Context: an optimization exercise on an open-source flow, tuned for small area, a short achievable clock period and few clock cycles. The choices shown serve that exercise and are no tape-out recipe.
Function was checked by simulation only, so behaviour that the tests miss may differ from the original.

// rs_codec
module rs_codec (
    input  wire       clk,
    input  wire       rst,
    input  wire       in_valid,
    output wire       in_ready,
    input  wire [7:0] in_data,
    input  wire       in_mode,
    output wire       out_valid,
    output wire [7:0] out_data,
    output wire       out_ok,
    output wire       out_last
);
    localparam integer N  = 155;   
    localparam integer K  = 123;   
    localparam integer NP = 32;    
    localparam integer T  = 16;    
    function [7:0] gf_xtime(input [7:0] a);
        gf_xtime = {a[6:0], 1'b0} ^ (a[7] ? 8'h87 : 8'h00);
    endfunction
    function [7:0] gf_mul(input [7:0] a, input [7:0] b);
        integer i;
        reg [7:0] p, x;
        begin
            p = 8'h00;
            x = a;
            for (i = 0; i < 8; i = i + 1) begin
                if (b[i]) p = p ^ x;
                x = gf_xtime(x);
            end
            gf_mul = p;
        end
    endfunction
  ...
Size: about 17000 cells after synthesis, ~3200 flip-flops, about 180000 um2 of cells after synthesis.
export LEC_CHECK = 0
export CAP_MARGIN = 30
export CORE_MARGIN = 2
export CORE_UTILIZATION = 45
export CTS_CLUSTER_DIAMETER = 60
export CTS_CLUSTER_SIZE = 25
export SLEW_MARGIN = 30
create_clock -name core_clock -period 20.0 [get_ports {clk}]
standard.sh (not shown) runs the stock make flow with config.mk's settings and CLKGATE_MAP_FILE= SYNTH_SCRIPT=/design/flow/synth_recipe.tcl, a recipe that flattens the netlist after the stock synthesis.
==> flow/flow/run.sh <==
#!/bin/bash
set -euo pipefail
bash standard.sh SETUP_SLACK_MARGIN=14.65 SKIP_GATE_CLONING=1 finish > make_finish.log 2>&1
Testbench counts at the start, summed over its fixed seeds: cycles 59,537.
Rerun with:
--- a/flow/design.v
+++ b/flow/design.v
@@ -731,34 +731,37 @@
     end
     reg  [5:0] deg_cur;
     always @* begin
         deg_cur = 6'd0;
         for (j = 0; j <= T; j = j + 1)
             if (lam[j] != 8'h00) deg_cur = j;
     end
     localparam integer CP   = 4;
     localparam integer CEND = (N + CP - 1) / CP - 1;
-    reg  [7:0] ce [0:CP-1];
-    reg  [4:0] cz;
+    reg  [7:0]    ce [0:CP-1];
+    reg  [CP-1:0] cz;            
     always @* begin
-        cz = 5'd0;
         for (i = 0; i < CP; i = i + 1) begin
             ce[i] = 8'h00;
             for (j = 0; j <= T; j = j + 1)
                 ce[i] = ce[i] ^ gf_mul(bpol[j], gf_apow(i * j));
-            if (ce[i] == 8'h00 && (cc != CEND || CP * CEND + i < N))
-                cz = cz + 5'd1;
+            cz[i] = (ce[i] == 8'h00) && (cc != CEND || CP * CEND + i < N);
         end
     end
-    wire       cnt_end   = (cc == CEND);
-    reg  [4:0] cz_q;             
-    reg        cfin;             
-    wire [4:0] nroots_nx = nroots + cz_q;
+    wire          cnt_end = (cc == CEND);
+    reg  [CP-1:0] cz_q;          
+    reg           cfin;          
+    reg  [4:0]    nroots_nx;
+    always @* begin
+        nroots_nx = nroots;
+        for (i = 0; i < CP; i = i + 1)
+            nroots_nx = nroots_nx + {4'd0, cz_q[i]};
+    end
     always @(posedge clk) begin
         chk <= 1'b0;
         if ((dstate == D_BM && ph != 2'd0) || om_act) begin
             if (ph == 2'd1) begin
                 pa <= h_dot;
                 for (j = 2; j < NP; j = j + 1) synd[j] <= synd[j+1];
                 synd[NP] <= synd[1];
                 synd[1]  <= (dstate == D_BM && !bm_last) ? gf_mul(synd[2], rho) : synd[2];
                 rho <= gf_mul(rho, gf_apow(101));
@@ -824,19 +827,19 @@
                     end
                 endcase
             end
             D_CNT: begin
                 if (chk) begin
                     k  <= 6'd1;
                     ph <= 2'd1;
                     cc     <= 7'd0;
                     nroots <= 5'd0;
-                    cz_q   <= 5'd0;
+                    cz_q   <= {CP{1'b0}};
                     cfin   <= 1'b0;
                     for (j = 0; j <= T; j = j + 1) bpol[j] <= lam[j];
                     if (len > T || deg_cur != len) begin
                         dok    <= 1'b0;
                         dstate <= D_DONE;
                     end
                 end else if (cfin) begin
                     dok    <= (nroots_nx == len[4:0]);
                     dstate <= D_DONE;
@@ -975,28 +978,24 @@
             c1_inv  <= gf_inv(lodd);
         end
     end
     always @(posedge clk) begin
         out_ok_q   <= (ostate == O_PAR) || !o_mode || o_ok;
         out_last_q <= (ostate == O_PAR) ? (o_cnt == N-1) : (o_mode && o_cnt == K-1);
         out_data_q <= (ostate == O_PAR) ? ct[NP-1] :
                       !o_mode ? head : (o_ok ? (head ^ corr_q) : 8'h00);
     end
+    wire [7:0] c_pos = acc ? ((!nb_first && nb_last) ? 8'd0 : nb_pos + 8'd1) : nb_pos;
+    wire       c_buf = (acc && !nb_first && nb_last) ? ~nb_buf : nb_buf;
     wire       pok0  = !hold[0] || (ostate == O_PAY && !ob);
     wire       pok1  = !hold[1] || (ostate == O_PAY &&  ob);
-    wire       wrap  = !nb_first && nb_last;
-    wire [7:0] n_pos = wrap ? 8'd0 : nb_pos + 8'd1;
-    wire       n_buf = wrap ? ~nb_buf : nb_buf;
-    wire       ok_stay = (nb_pos < K)   ? (nb_buf ? pok1 : pok0) :
-                         (nb_pos == N-1) ? (dstate == D_IDLE) : 1'b1;
-    wire       ok_next = (n_pos < K)    ? (n_buf ? pok1 : pok0) :
-                         (n_pos == N-1)  ? (dstate == D_IDLE) : 1'b1;
-    wire       c_ok  = acc ? ok_next : ok_stay;
+    wire       c_ok  = (c_pos < K)     ? (c_buf ? pok1 : pok0) :
+                       (c_pos == N-1)  ? (dstate == D_IDLE) : 1'b1;
     always @(posedge clk) begin
         if (rst) begin
             in_ready_q <= 1'b0;
             in_busy    <= 1'b1;
         end else begin
             in_ready_q <= c_ok && !rot && !blocked;
             in_busy    <= !(c_ok && !rot && !blocked);
         end
     end
=>
- This time the run completed and failed the layout checks on antenna violations
- final cell count decreases by about 0.65%
- clock skew drops by 3.9 ps
- routed wire length drops by 4.5%
- final area falls by 0.90%
- setup slack gets better by 120 ps
- flip-flop and latch count is unchanged
- die area goes down by about 0.6%
- clock-buffer cell count drops by 13
- via count falls by about 1.6%
- non-clock buffer count went down by 46
Testbench counts after the change, summed over its fixed seeds: cycles 59,537.

## port drivers added, routing unchanged
Ports are ideal in the flow. The routed layouts listed here were re-timed in OpenROAD. Step 1 (the two cells are an assumption about what drives the block):
set clk [get_ports {clk}]
set_driving_cell -lib_cell sky130_fd_sc_hd__clkbuf_16 $clk
set_driving_cell -lib_cell sky130_fd_sc_hd__buf_2 [delete_from_list [all_inputs] $clk]
Step 2 also shifts input and output timing later by t, the mid clock arrival at the registers, as if the neighbouring blocks saw the same clock. Three values: ideal, step 1, step 2; two values: the first two.
run | t, ns | setup slack, ns | slew at the worst register clock pin (ns) | worst slew at a driven data input, ns | cell pins on the clock port's net
the first run | 1.067 | 14.433 / 14.346 / 14.012 | 0.09 / 0.09 | 0.22 | 1
the second run | 1.058 | 14.553 / 14.433 / 13.734 | 0.09 / 0.09 | 0.17 | 1
The setup slack of the second run, which loses most, moves by -0.120 ns with the drivers and by -0.819 ns with both steps.
